What follows belongs to an exercise in optimizing a design on an open flow for small area, a short achievable clock period and few clock cycles per item; a production flow would make more cautious choices. In this exercise RTL edits were held to simulation tests only and were not proved equivalent to the original. Power is estimated from default activity; no workload was simulated.

==> inputs of run A <==
==> flow/design.v <==
module pl0_alu (
    input  wire        clk,
    input  wire        rst,           
    input  wire        in_valid,
    output wire        in_ready,
    input  wire [7:0]  in_op,         
    input  wire [1:0]  in_width,      
    input  wire [63:0] in_l,          
    input  wire [63:0] in_r,          
    output wire        out_valid,
    input  wire        out_ready,
    output wire [63:0] out_result,    
    output wire        out_div_zero   
);
    localparam [4:0] OP_MINUSIFY = 5'h0A;
    localparam [4:0] OP_ISODD    = 5'h0B;
    localparam [4:0] OP_ADD      = 5'h0C;
    localparam [4:0] OP_SUB      = 5'h0D;
    localparam [4:0] OP_MUL      = 5'h0E;
    localparam [4:0] OP_DIV      = 5'h0F;
    localparam [4:0] OP_EQ       = 5'h10;
    localparam [4:0] OP_NE       = 5'h11;
    localparam [4:0] OP_LT       = 5'h12;
    localparam [4:0] OP_GT       = 5'h13;
    localparam [4:0] OP_LE       = 5'h14;
    localparam [4:0] OP_GE       = 5'h15;
    function [63:0] narrow;
        input [63:0] x;
        input [1:0]  w;
        begin
            case (w)
                2'd0:    narrow = {{48{x[15]}}, x[15:0]};
                2'd1:    narrow = {{32{x[31]}}, x[31:0]};
                default: narrow = x;
            endcase
        end
    endfunction
    function [63:0] lowbits;
        input [63:0] x;
        input [1:0]  w;
        begin
            case (w)
                2'd0:    lowbits = {48'd0, x[15:0]};
                2'd1:    lowbits = {32'd0, x[31:0]};
                default: lowbits = x;
            endcase
        end
    endfunction
    function [6:0] lzc;
        input [63:0] x;
        reg [7:0] nz;
        reg [2:0] lzb [0:7];
        reg [2:0] hi;
        reg [7:0] by;
        integer i, j;
        begin
            for (i = 0; i < 8; i = i + 1) begin
                by = x[8*i +: 8];
                nz[i] = |by;
                lzb[i] = by[7] ? 3'd0 : by[6] ? 3'd1 : by[5] ? 3'd2 :
                         by[4] ? 3'd3 : by[3] ? 3'd4 : by[2] ? 3'd5 :
                         by[1] ? 3'd6 : 3'd7;
            end
            hi = nz[7] ? 3'd0 : nz[6] ? 3'd1 : nz[5] ? 3'd2 : nz[4] ? 3'd3 :
                 nz[3] ? 3'd4 : nz[2] ? 3'd5 : nz[1] ? 3'd6 : 3'd7;
            if (nz == 8'd0) lzc = 7'd64;
            else            lzc = {1'b0, hi, lzb[3'd7 - hi]};
        end
    endfunction
    function [63:0] booth_pp;
        input [2:0]  d;
        input [63:0] m;
        reg one, two;
        begin
            one = d[1] ^ d[0];
            two = (d == 3'b011) | (d == 3'b100);
            booth_pp = ((one ? m : 64'd0) | (two ? {m[62:0], 1'b0} : 64'd0))
                       ^ {64{d[2]}};
        end
    endfunction
    reg        in_ready_q;
    reg        a_v;           
    reg [4:0]  op_q;
    reg        k_mul, k_div;  
    reg [1:0]  w_q;
    reg        f_first, f_align, f_shift, f_step, f_mfin, f_dfin;    
    reg        last_q;        
    reg        x_zero, x_acc, y_inv;                
    reg [63:0] l_q;           
    reg        l_top;         
    reg [63:0] r_q;           
    reg [63:0] acc_q;         
    reg [63:0] c_q;           
    reg [5:0]  cnt_q;         
    reg        neg_q;         
    reg        bprev_q;       
    reg        sw_q;          
    reg        sm_l, sm_r;    
    reg        p_v;           
    reg [63:0] p_val;         
    reg [1:0]  p_w;
    reg [4:0]  p_op;
    reg        p_bit;         
    reg        p_sd, p_asg, p_dz;
    reg        h_v, s_v;      
    reg [64:0] h_q, s_q;      
    assign in_ready     = in_ready_q;
    assign out_valid    = h_v;
    assign out_result   = h_q[63:0];
    assign out_div_zero = h_q[64];
    wire [63:0] a_n = narrow(l_q, w_q);
    wire [63:0] b_n = narrow(r_q, w_q);
    wire        a_neg = a_n[63];
    wire        b_neg = b_n[63];
    wire [64:0] ax = x_acc ? {1'b0, acc_q} : (x_zero ? 65'd0 : {l_top, l_q});
    wire [64:0] ay = x_acc ? {1'b0, c_q} : ({1'b0, r_q} ^ {65{y_inv}});
    wire [64:0] sum65;
    wire        carry_unused;
    pl0_add65 u_add (.a(ax), .b(ay), .ci(y_inv), .s(sum65), .co(carry_unused));
    wire [63:0] sum  = sum65[63:0];
    wire        qbit = ~sum65[64];      
    reg  asg, bsg;
    always @(*) begin
        case (w_q)
            2'd0:    begin asg = l_q[15]; bsg = r_q[15]; end
            2'd1:    begin asg = l_q[31]; bsg = r_q[31]; end
            default: begin asg = l_q[63]; bsg = r_q[63]; end
        endcase
    end
    wire op_arith = (op_q == OP_ADD) | (op_q == OP_SUB) | (op_q == OP_MINUSIFY);
    wire swap  = sw_q;                        
    wire [63:0] mc = swap ? r_q : l_q;                        
    wire [63:0] mb = f_first ? (swap ? a_n : b_n) : r_q;      
    wire        bp = f_first ? 1'b0 : bprev_q;
    wire [63:0] pp0 = booth_pp({mb[1:0], bp}, mc);
    wire [63:0] pp1_m = booth_pp(mb[3:1], mc);
    wire [63:0] pp1 = {pp1_m[61:0], {2{mb[3]}}};    
    wire [63:0] s1 = acc_q ^ c_q ^ pp0;
    wire [63:0] c1 = {(acc_q[62:0] & c_q[62:0]) | (acc_q[62:0] & pp0[62:0]) |
                      (c_q[62:0] & pp0[62:0]), mb[1]};
    wire [63:0] s2 = s1 ^ c1 ^ pp1;
    wire [63:0] c2 = {(s1[62:0] & c1[62:0]) | (s1[62:0] & pp1[62:0]) |
                      (c1[62:0] & pp1[62:0]), mb[3]};
    wire mul_more = f_first ? ~(swap ? sm_l : sm_r)
                            : ~((r_q[63:3] == 61'd0) | (r_q[63:3] == {61{1'b1}}));
    wire        b_zero = (lowbits(r_q, w_q) == 64'd0);
    wire [63:0] ng;                           
    pl0_neg64 u_neg (.x(l_q), .y(ng));
    wire [6:0]  la = lzc(l_q);
    wire [6:0]  lb = lzc(r_q);
    wire [7:0]  sh = {1'b0, lb} - {1'b0, la};    
    wire        q_zero = sh[7];
    wire [63:0] div_end = f_dfin ? sum : {acc_q[62:0], qbit};
    wire done_c = f_mfin | f_dfin | (f_step & k_div & (cnt_q == 6'd0) & ~neg_q) |
                  (f_align & q_zero) |
                  (f_first & (~(k_mul | k_div) | (k_div & b_zero)));
    wire [63:0] p_in = (k_div & (f_first | f_align)) ? 64'd0 :
                       k_div ? div_end : sum;
    reg  pd_sign;
    always @(*) begin
        case (p_w)
            2'd0:    pd_sign = p_val[15];
            2'd1:    pd_sign = p_val[31];
            default: pd_sign = p_val[63];
        endcase
    end
    wire p_eq = (lowbits(p_val, p_w) == 64'd0);   
    wire p_lt = p_sd ? p_asg : pd_sign;
    reg  p_bitres;
    always @(*) begin
        case (p_op)
            OP_ISODD: p_bitres = p_asg;          
            OP_EQ:    p_bitres = p_eq;
            OP_NE:    p_bitres = ~p_eq;
            OP_LT:    p_bitres = p_lt;
            OP_GT:    p_bitres = ~p_lt & ~p_eq;
            OP_LE:    p_bitres = p_lt | p_eq;
            default:  p_bitres = ~p_lt;          
        endcase
    end
    wire [64:0] new_res = {p_dz, p_bit ? {63'd0, p_bitres} : narrow(p_val, p_w)};
    wire full   = h_v & s_v;
    wire p_move = p_v & ~full;                    
    wire adv    = a_v & (~p_v | ~full);           
    wire fin    = adv & done_c;                   
    wire step   = adv & ~done_c;                  
    wire pop    = h_v & out_ready;
    wire in_mul = (in_op[4:0] == OP_MUL);
    wire in_div = (in_op[4:0] == OP_DIV);
    wire in_add = (in_op[4:0] == OP_ADD);
    wire in_neg = (in_op[4:0] == OP_MINUSIFY);
    function fits16;
        input [63:0] x;
        input [1:0]  w;
        begin
            fits16 = (w == 2'd0) |
                     (((x[31:15] == 17'd0) | (x[31:15] == {17{1'b1}})) &
                      ((w != 2'd2) | ((x[63] == x[31]) & (x[47] == x[31]))));
        end
    endfunction
    wire in_fit_l = fits16(in_l, in_width);
    wire in_fit_r = fits16(in_r, in_width);
    function small3;
        input [63:0] x;
        input [1:0]  w;
        begin
            small3 = ((x[15:3] == 13'd0) | (x[15:3] == {13{1'b1}})) &
                     ((w == 2'd0) |
                      (((x[31:15] == 17'd0) | (x[31:15] == {17{1'b1}})) &
                       ((w == 2'd1) | (x[63:31] == 33'd0) | (x[63:31] == {33{1'b1}}))));
        end
    endfunction
    wire h_v_nxt = (~h_v | pop) ? (s_v | p_move) : 1'b1;
    wire s_v_nxt = (~h_v | pop) ? 1'b0 : (s_v | p_move);
    wire p_v_nxt = fin | (p_v & ~p_move);
    reg        a_v_nxt, last_nxt;
    always @(*) begin
        if (in_ready_q) begin
            a_v_nxt  = in_valid;
            last_nxt = ~(in_mul | in_div);
        end else if (step) begin
            a_v_nxt  = 1'b1;
            if (k_mul)        last_nxt = ~mul_more;
            else if (f_first) last_nxt = 1'b0;
            else if (f_align) last_nxt = 1'b0;
            else if (f_shift) last_nxt = (cnt_q == 6'd0) & ~neg_q;
            else              last_nxt = (cnt_q == 6'd0) | ((cnt_q == 6'd1) & ~neg_q);
        end else begin
            a_v_nxt  = a_v & ~fin;
            last_nxt = last_q;
        end
    end
    always @(posedge clk) begin
        if (rst) begin
            in_ready_q <= 1'b1;
            a_v        <= 1'b0;
            p_v        <= 1'b0;
            h_v        <= 1'b0;
            s_v        <= 1'b0;
        end else begin
            a_v        <= a_v_nxt;
            in_ready_q <= ~a_v_nxt | (last_nxt & (~p_v_nxt | ~(h_v_nxt & s_v_nxt)));
            h_v        <= h_v_nxt;
            s_v        <= s_v_nxt;
            p_v        <= p_v_nxt;
        end
        if (~p_v | ~full) begin
            p_val <= p_in;
            p_w   <= w_q;
            p_op  <= op_q;
            p_bit <= ~(k_mul | k_div | op_arith);
            p_sd  <= (asg != bsg);
            p_asg <= (op_q == OP_ISODD) ? r_q[0] : asg;
            p_dz  <= k_div & f_first;
        end
        last_q <= last_nxt;
        if (~h_v | pop)
            h_q <= s_v ? s_q : new_res;
        if (~s_v)
            s_q <= new_res;
        if (in_ready_q) begin
            op_q    <= in_op[4:0];
            k_mul   <= in_mul;
            k_div   <= in_div;
            w_q     <= in_width;
            l_q     <= in_l;
            r_q     <= in_r;
            sw_q    <= in_fit_l & ~in_fit_r;
            sm_l    <= small3(in_l, in_width);
            sm_r    <= small3(in_r, in_width);
            f_first <= 1'b1;
            f_align <= 1'b0;
            f_shift <= 1'b0;
            f_step  <= 1'b0;
            f_mfin  <= 1'b0;
            f_dfin  <= 1'b0;
            x_zero  <= in_neg | in_div;
            x_acc   <= 1'b0;
            y_inv   <= ~in_add;
            acc_q   <= 64'd0;
            c_q     <= 64'd0;
        end else if (adv) begin
            f_first <= 1'b0;
            sw_q    <= 1'b0;
            if (k_mul) begin
                l_q     <= {mc[59:0], 4'd0};
                r_q     <= {{4{mb[63]}}, mb[63:4]};
                bprev_q <= mb[3];
                acc_q   <= s2;
                c_q     <= c2;
                f_step  <= mul_more;
                f_mfin  <= ~mul_more;
                x_acc   <= ~mul_more;
                y_inv   <= 1'b0;
            end else if (f_first) begin
                l_q     <= lowbits(a_neg ? ng : l_q, w_q);
                l_top   <= 1'b0;
                r_q     <= lowbits(b_neg ? sum : r_q, w_q);
                neg_q   <= a_neg ^ b_neg;
                f_align <= 1'b1;
                x_zero  <= 1'b0;
                y_inv   <= 1'b1;
            end else if (f_align) begin
                cnt_q   <= sh[5:0];
                f_align <= 1'b0;
                f_shift <= 1'b1;
            end else if (f_shift) begin
                r_q     <= r_q << cnt_q;
                acc_q   <= {64{neg_q}};
                f_shift <= 1'b0;
                f_step  <= 1'b1;
            end else begin
                l_q     <= sum;
                l_top   <= sum65[64];
                y_inv   <= qbit;
                r_q     <= {1'b0, r_q[63:1]};
                acc_q   <= {acc_q[62:0], qbit ^ neg_q};
                cnt_q   <= cnt_q - 6'd1;
                if (cnt_q == 6'd0) begin
                    f_step <= 1'b0;
                    f_dfin <= 1'b1;
                    x_acc  <= 1'b1;
                    y_inv  <= 1'b1;
                end
            end
        end
    end
endmodule
module pl0_add65 (
    input  wire [64:0] a,
    input  wire [64:0] b,
    input  wire        ci,
    output wire [64:0] s,
    output wire        co
);
    wire [65:0] g [0:7];
    wire [65:0] p [0:7];
    assign g[0] = {a & b, ci};
    assign p[0] = {a ^ b, 1'b0};
    genvar l, i;
    generate
        for (l = 0; l < 7; l = l + 1) begin : lvl
            for (i = 0; i < 66; i = i + 1) begin : bit_
                if (((i >> l) & 1) == 1) begin : join_
                    assign g[l+1][i] = g[l][i] | (p[l][i] & g[l][((i >> l) << l) - 1]);
                    assign p[l+1][i] = p[l][i] & p[l][((i >> l) << l) - 1];
                end else begin : pass_
                    assign g[l+1][i] = g[l][i];
                    assign p[l+1][i] = p[l][i];
                end
            end
        end
    endgenerate
    assign s  = p[0][65:1] ^ g[7][64:0];
    assign co = g[7][65];
endmodule
module pl0_neg64 (
    input  wire [63:0] x,
    output wire [63:0] y
);
    wire [63:0] o [0:6];     
    assign o[0] = {x[62:0], 1'b0};
    genvar l, i;
    generate
        for (l = 0; l < 6; l = l + 1) begin : lvl
            for (i = 0; i < 64; i = i + 1) begin : bit_
                if (((i >> l) & 1) == 1) begin : join_
                    assign o[l+1][i] = o[l][i] | o[l][((i >> l) << l) - 1];
                end else begin : pass_
                    assign o[l+1][i] = o[l][i];
                end
            end
        end
    endgenerate
    assign y = x ^ o[6];
endmodule
==> flow/flow/run.sh <==
#!/bin/bash
# Standard synthesis and layout, with two changes to how it is made:
# repair_timing is asked for extra setup margin so that it sizes and buffers
# the paths for speed, and the port buffers are plain buffers (buf_4). The
# SDC and the clock period are the design's.
set -euo pipefail
bash standard.sh SETUP_SLACK_MARGIN=13.2 \
    "BUFFER_PORTS_ARGS=-buffer_cell sky130_fd_sc_hd__buf_4" \
    finish > make_finish.log 2>&1
==> flow/standard.sh <==
#!/bin/bash
# synth_recipe.tcl (not shown) runs the flow's synth.tcl, then flattens the netlist and writes it again
# the make line also repeats each setting of config.mk as NAME=value (left out here)
make -C /OpenROAD-flow-scripts/flow DESIGN_CONFIG=/design/flow/config.mk WORK_HOME=/design/flow/orfs CLKGATE_MAP_FILE= SYNTH_SCRIPT=/design/flow/synth_recipe.tcl "${@:-finish}"
==> flow/config.mk <==
export PLATFORM = sky130hd
export DESIGN_NAME = pl0_alu
export DESIGN_NICKNAME = pl0_alu
export VERILOG_FILES = /design/flow/design.v
export SDC_FILE = /design/flow/constraint.sdc
export NUM_CORES = 4
export LEC_CHECK = 0
export CAP_MARGIN = 35
export CORE_MARGIN = 2
export CORE_UTILIZATION = 50
export CTS_CLUSTER_DIAMETER = 120
export CTS_CLUSTER_SIZE = 18
export SLEW_MARGIN = 30
==> flow/constraint.sdc <==
create_clock -name core_clock -period 18.0 [get_ports {clk}]
set_input_delay 3.6000 -clock core_clock [delete_from_list [all_inputs] [get_ports {clk}]]
set_output_delay 3.6000 -clock core_clock [all_outputs]
set_load 0.01 [all_outputs]
==> inputs of run R, as changes to run A <==
--- a/flow/design.v
+++ b/flow/design.v
@@ -26,2 +26,5 @@
     localparam [4:0] OP_GE       = 5'h15;
+    localparam [1:0] PH_FIRST = 2'd0;    
+    localparam [1:0] PH_ALIGN = 2'd1;    
+    localparam [1:0] PH_STEP  = 2'd2;    
     function [63:0] narrow;
@@ -80,2 +83,8 @@
     endfunction
+    function neg_pow2;
+        input [63:0] x;
+        begin
+            neg_pow2 = ((~x[63:1] & x[62:0]) == 63'd0);
+        end
+    endfunction
     reg        in_ready_q;
@@ -85,3 +94,3 @@
     reg [1:0]  w_q;
-    reg        f_first, f_align, f_shift, f_step, f_mfin, f_dfin;    
+    reg        f_first, f_align, f_step, f_mfin, f_dfin;    
     reg        last_q;        
@@ -97,3 +106,2 @@
     reg        sw_q;          
-    reg        sm_l, sm_r;    
     reg        p_v;           
@@ -103,3 +111,3 @@
     reg        p_bit;         
-    reg        p_sd, p_asg, p_dz;
+    reg        p_sd, p_asg, p_eq, p_dz;
     reg        h_v, s_v;      
@@ -129,2 +137,3 @@
     end
+    wire eq = (lowbits(l_q ^ r_q, w_q) == 64'd0);
     wire op_arith = (op_q == OP_ADD) | (op_q == OP_SUB) | (op_q == OP_MINUSIFY);
@@ -135,4 +144,3 @@
     wire [63:0] pp0 = booth_pp({mb[1:0], bp}, mc);
-    wire [63:0] pp1_m = booth_pp(mb[3:1], mc);
-    wire [63:0] pp1 = {pp1_m[61:0], {2{mb[3]}}};    
+    wire [63:0] pp1 = {booth_pp(mb[3:1], mc), 2'b11} ^ {62'd0, {2{~mb[3]}}};
     wire [63:0] s1 = acc_q ^ c_q ^ pp0;
@@ -143,12 +151,13 @@
                       (c1[62:0] & pp1[62:0]), mb[3]};
-    wire mul_more = f_first ? ~(swap ? sm_l : sm_r)
-                            : ~((r_q[63:3] == 61'd0) | (r_q[63:3] == {61{1'b1}}));
+    wire mul_more = ~((mb[63:3] == 61'd0) | (mb[63:3] == {61{1'b1}}));
     wire        b_zero = (lowbits(r_q, w_q) == 64'd0);
-    wire [63:0] ng;                           
-    pl0_neg64 u_neg (.x(l_q), .y(ng));
-    wire [6:0]  la = lzc(l_q);
-    wire [6:0]  lb = lzc(r_q);
-    wire [7:0]  sh = {1'b0, lb} - {1'b0, la};    
+    wire [63:0] ng_in  = f_first ? l_q : acc_q;
+    wire [63:0] ng;
+    pl0_neg64 u_neg (.x(ng_in), .y(ng));
+    wire [6:0]  la = lzc(a_n ^ {64{a_neg}}) - {6'd0, a_neg & neg_pow2(a_n)};
+    wire [6:0]  lb = lzc(b_n ^ {64{b_neg}}) - {6'd0, b_neg & neg_pow2(b_n)};
+    reg  [6:0]  la_q, lb_q;
+    wire [7:0]  sh = {1'b0, lb_q} - {1'b0, la_q};    
     wire        q_zero = sh[7];
-    wire [63:0] div_end = f_dfin ? sum : {acc_q[62:0], qbit};
+    wire [63:0] div_end = f_dfin ? ng : {acc_q[62:0], qbit};
     wire done_c = f_mfin | f_dfin | (f_step & k_div & (cnt_q == 6'd0) & ~neg_q) |
@@ -166,3 +175,2 @@
     end
-    wire p_eq = (lowbits(p_val, p_w) == 64'd0);   
     wire p_lt = p_sd ? p_asg : pd_sign;
@@ -171,3 +179,3 @@
         case (p_op)
-            OP_ISODD: p_bitres = p_asg;          
+            OP_ISODD: p_bitres = p_eq;           
             OP_EQ:    p_bitres = p_eq;
@@ -191,23 +199,6 @@
     wire in_neg = (in_op[4:0] == OP_MINUSIFY);
-    function fits16;
-        input [63:0] x;
-        input [1:0]  w;
-        begin
-            fits16 = (w == 2'd0) |
-                     (((x[31:15] == 17'd0) | (x[31:15] == {17{1'b1}})) &
-                      ((w != 2'd2) | ((x[63] == x[31]) & (x[47] == x[31]))));
-        end
-    endfunction
-    wire in_fit_l = fits16(in_l, in_width);
-    wire in_fit_r = fits16(in_r, in_width);
-    function small3;
-        input [63:0] x;
-        input [1:0]  w;
-        begin
-            small3 = ((x[15:3] == 13'd0) | (x[15:3] == {13{1'b1}})) &
-                     ((w == 2'd0) |
-                      (((x[31:15] == 17'd0) | (x[31:15] == {17{1'b1}})) &
-                       ((w == 2'd1) | (x[63:31] == 33'd0) | (x[63:31] == {33{1'b1}}))));
-        end
-    endfunction
+    wire in_fit_l = (in_width == 2'd0) | ((in_l[31:15] == 17'd0) | (in_l[31:15] == {17{1'b1}})) &
+                    ((in_width == 2'd1) | (in_l[63:31] == 33'd0) | (in_l[63:31] == {33{1'b1}}));
+    wire in_fit_r = (in_width == 2'd0) | ((in_r[31:15] == 17'd0) | (in_r[31:15] == {17{1'b1}})) &
+                    ((in_width == 2'd1) | (in_r[63:31] == 33'd0) | (in_r[63:31] == {33{1'b1}}));
     wire h_v_nxt = (~h_v | pop) ? (s_v | p_move) : 1'b1;
@@ -223,5 +214,4 @@
             if (k_mul)        last_nxt = ~mul_more;
-            else if (f_first) last_nxt = 1'b0;
-            else if (f_align) last_nxt = 1'b0;
-            else if (f_shift) last_nxt = (cnt_q == 6'd0) & ~neg_q;
+            else if (f_first) last_nxt = (lb < la);       
+            else if (f_align) last_nxt = (sh[6:0] == 7'd0) & ~neg_q;
             else              last_nxt = (cnt_q == 6'd0) | ((cnt_q == 6'd1) & ~neg_q);
@@ -252,3 +242,4 @@
             p_sd  <= (asg != bsg);
-            p_asg <= (op_q == OP_ISODD) ? r_q[0] : asg;
+            p_asg <= asg;
+            p_eq  <= (op_q == OP_ISODD) ? r_q[0] : eq;
             p_dz  <= k_div & f_first;
@@ -268,7 +259,4 @@
             sw_q    <= in_fit_l & ~in_fit_r;
-            sm_l    <= small3(in_l, in_width);
-            sm_r    <= small3(in_r, in_width);
             f_first <= 1'b1;
             f_align <= 1'b0;
-            f_shift <= 1'b0;
             f_step  <= 1'b0;
@@ -299,2 +287,4 @@
                 neg_q   <= a_neg ^ b_neg;
+                la_q    <= la;
+                lb_q    <= lb;
                 f_align <= 1'b1;
@@ -303,9 +293,5 @@
             end else if (f_align) begin
+                r_q     <= r_q << sh[5:0];
                 cnt_q   <= sh[5:0];
                 f_align <= 1'b0;
-                f_shift <= 1'b1;
-            end else if (f_shift) begin
-                r_q     <= r_q << cnt_q;
-                acc_q   <= {64{neg_q}};
-                f_shift <= 1'b0;
                 f_step  <= 1'b1;
@@ -316,3 +302,3 @@
                 r_q     <= {1'b0, r_q[63:1]};
-                acc_q   <= {acc_q[62:0], qbit ^ neg_q};
+                acc_q   <= {acc_q[62:0], qbit};
                 cnt_q   <= cnt_q - 6'd1;
@@ -321,4 +307,2 @@
                     f_dfin <= 1'b1;
-                    x_acc  <= 1'b1;
-                    y_inv  <= 1'b1;
                 end
==> flow/flow/run.sh (replaced) <==
#!/bin/bash
# Standard synthesis and layout; repair_timing is asked for extra setup
# margin so that it sizes and buffers the paths for speed. The SDC and the
# clock period are the design's.
set -euo pipefail
bash standard.sh SETUP_SLACK_MARGIN=13 finish > make_finish.log 2>&1
CORE_UTILIZATION = 55   (was 50)
CTS_CLUSTER_DIAMETER = default   (was 120)
CTS_CLUSTER_SIZE = default   (was 18)
==> inputs of run E, as changes to run A <==
--- a/flow/design.v
+++ b/flow/design.v
@@ -80,2 +80,8 @@
     endfunction
+    function neg_pow2;
+        input [63:0] x;
+        begin
+            neg_pow2 = ((~x[63:1] & x[62:0]) == 63'd0);
+        end
+    endfunction
     reg        in_ready_q;
@@ -85,3 +91,3 @@
     reg [1:0]  w_q;
-    reg        f_first, f_align, f_shift, f_step, f_mfin, f_dfin;    
+    reg        f_first, f_align, f_step, f_mfin, f_dfin;    
     reg        last_q;        
@@ -97,3 +103,2 @@
     reg        sw_q;          
-    reg        sm_l, sm_r;    
     reg        p_v;           
@@ -143,12 +148,13 @@
                       (c1[62:0] & pp1[62:0]), mb[3]};
-    wire mul_more = f_first ? ~(swap ? sm_l : sm_r)
-                            : ~((r_q[63:3] == 61'd0) | (r_q[63:3] == {61{1'b1}}));
+    wire mul_more = ~((mb[63:3] == 61'd0) | (mb[63:3] == {61{1'b1}}));
     wire        b_zero = (lowbits(r_q, w_q) == 64'd0);
-    wire [63:0] ng;                           
-    pl0_neg64 u_neg (.x(l_q), .y(ng));
-    wire [6:0]  la = lzc(l_q);
-    wire [6:0]  lb = lzc(r_q);
-    wire [7:0]  sh = {1'b0, lb} - {1'b0, la};    
+    wire [63:0] ng_in  = f_first ? l_q : acc_q;
+    wire [63:0] ng;
+    pl0_neg64 u_neg (.x(ng_in), .y(ng));
+    wire [6:0]  la = lzc(a_n ^ {64{a_neg}}) - {6'd0, a_neg & neg_pow2(a_n)};
+    wire [6:0]  lb = lzc(b_n ^ {64{b_neg}}) - {6'd0, b_neg & neg_pow2(b_n)};
+    reg  [6:0]  la_q, lb_q;
+    wire [7:0]  sh = {1'b0, lb_q} - {1'b0, la_q};    
     wire        q_zero = sh[7];
-    wire [63:0] div_end = f_dfin ? sum : {acc_q[62:0], qbit};
+    wire [63:0] div_end = f_dfin ? ng : {acc_q[62:0], qbit};
     wire done_c = f_mfin | f_dfin | (f_step & k_div & (cnt_q == 6'd0) & ~neg_q) |
@@ -202,12 +208,2 @@
     wire in_fit_r = fits16(in_r, in_width);
-    function small3;
-        input [63:0] x;
-        input [1:0]  w;
-        begin
-            small3 = ((x[15:3] == 13'd0) | (x[15:3] == {13{1'b1}})) &
-                     ((w == 2'd0) |
-                      (((x[31:15] == 17'd0) | (x[31:15] == {17{1'b1}})) &
-                       ((w == 2'd1) | (x[63:31] == 33'd0) | (x[63:31] == {33{1'b1}}))));
-        end
-    endfunction
     wire h_v_nxt = (~h_v | pop) ? (s_v | p_move) : 1'b1;
@@ -224,4 +220,3 @@
             else if (f_first) last_nxt = 1'b0;
-            else if (f_align) last_nxt = 1'b0;
-            else if (f_shift) last_nxt = (cnt_q == 6'd0) & ~neg_q;
+            else if (f_align) last_nxt = (sh[6:0] == 7'd0) & ~neg_q;
             else              last_nxt = (cnt_q == 6'd0) | ((cnt_q == 6'd1) & ~neg_q);
@@ -268,7 +263,4 @@
             sw_q    <= in_fit_l & ~in_fit_r;
-            sm_l    <= small3(in_l, in_width);
-            sm_r    <= small3(in_r, in_width);
             f_first <= 1'b1;
             f_align <= 1'b0;
-            f_shift <= 1'b0;
             f_step  <= 1'b0;
@@ -299,2 +291,4 @@
                 neg_q   <= a_neg ^ b_neg;
+                la_q    <= la;
+                lb_q    <= lb;
                 f_align <= 1'b1;
@@ -303,9 +297,5 @@
             end else if (f_align) begin
+                r_q     <= r_q << sh[5:0];
                 cnt_q   <= sh[5:0];
                 f_align <= 1'b0;
-                f_shift <= 1'b1;
-            end else if (f_shift) begin
-                r_q     <= r_q << cnt_q;
-                acc_q   <= {64{neg_q}};
-                f_shift <= 1'b0;
                 f_step  <= 1'b1;
@@ -316,3 +306,3 @@
                 r_q     <= {1'b0, r_q[63:1]};
-                acc_q   <= {acc_q[62:0], qbit ^ neg_q};
+                acc_q   <= {acc_q[62:0], qbit};
                 cnt_q   <= cnt_q - 6'd1;
@@ -321,4 +311,2 @@
                     f_dfin <= 1'b1;
-                    x_acc  <= 1'b1;
-                    y_inv  <= 1'b1;
                 end
CTS_CLUSTER_DIAMETER = default   (was 120)
CTS_CLUSTER_SIZE = default   (was 18)
==> qor summary <==
Die height: run R 298 um; run A 291 um; run E 306 um
Launching instance or port of the critical path: run R w_q[1]; run A l_q[9]; run E h_q[16]
Met1 usage: run R 64.5%; run A 57.9%; run E 62.8%
Count of plain and timing-repair buffers: run R 507; run A 477; run E 464
Clock network contribution to total cell area: run R 3.43%; run A 2.16%; run E 4.19%
WP data arrival: run R 6360 ps; run A 5450 ps; run E 1340 ps
Final Net Count: run R 5956; run A 5260; run E 5757
Area growth from synthesis to layout: run R 16.1%; run A 14.6%; run E 16.3%
Run status: run R complete, no violations; run A complete, no violations; run E complete, no violations
Flop2flop setup slack: run R 12250 ps; run A 13050 ps; run E 13070 ps
Clock-pin slew on the worst setup and hold paths: run R 70 ps; run A 90 ps; run E 60 ps
Leak Pwr: run R 0.0205 uW; run A 0.0174 uW; run E 0.0197 uW
Max VDD drop: run R 85.5 uV; run A 72.5 uV; run E 80.9 uV
Testbench counts of run A, summed over its fixed seeds: cycles 61,116, ops 24,000.
Testbench counts of run R, summed over its fixed seeds: cycles 58,799, ops 24,000.
Testbench counts of run E, summed over its fixed seeds: cycles 59,811, ops 24,000.

## port drivers added, routing unchanged
In the flow no input, the clock included, has a driving cell. The finished layouts below were timed again as built, in two steps.
Step 1 assumes that a clkbuf_16 drives the clock port and a buf_2 every other input.
Step 2 also shifts input and output timing later by t, the mid clock arrival at the registers, as if the neighbouring blocks saw the same clock.
Slacks: ideal ports / drivers / drivers and shift; pairs: ideal ports / drivers.
| run | t (ns) | slack for setup (ns) | hold slack, ns | worst setup path after step 2 | worst slew at a driven data input, ns |
|---|---|---|---|---|---|
| run A | 0.691 | 13.050 / 13.050 / 12.495 | 0.447 / 0.447 / 0.447 | input to register | 0.05 |
| run R | 0.766 | 12.247 / 12.247 / 12.016 | 0.454 / 0.454 / 0.454 | input to register | 0.10 |
| run E | 0.793 | 13.059 / 12.987 / 12.653 | 0.445 / 0.445 / 0.445 | input to register | 0.08 |
After both steps every run listed still meets setup and hold. For run A, which loses most, drivers alone change the setup slack by 0.000 ns; drivers and shift together by -0.555 ns.
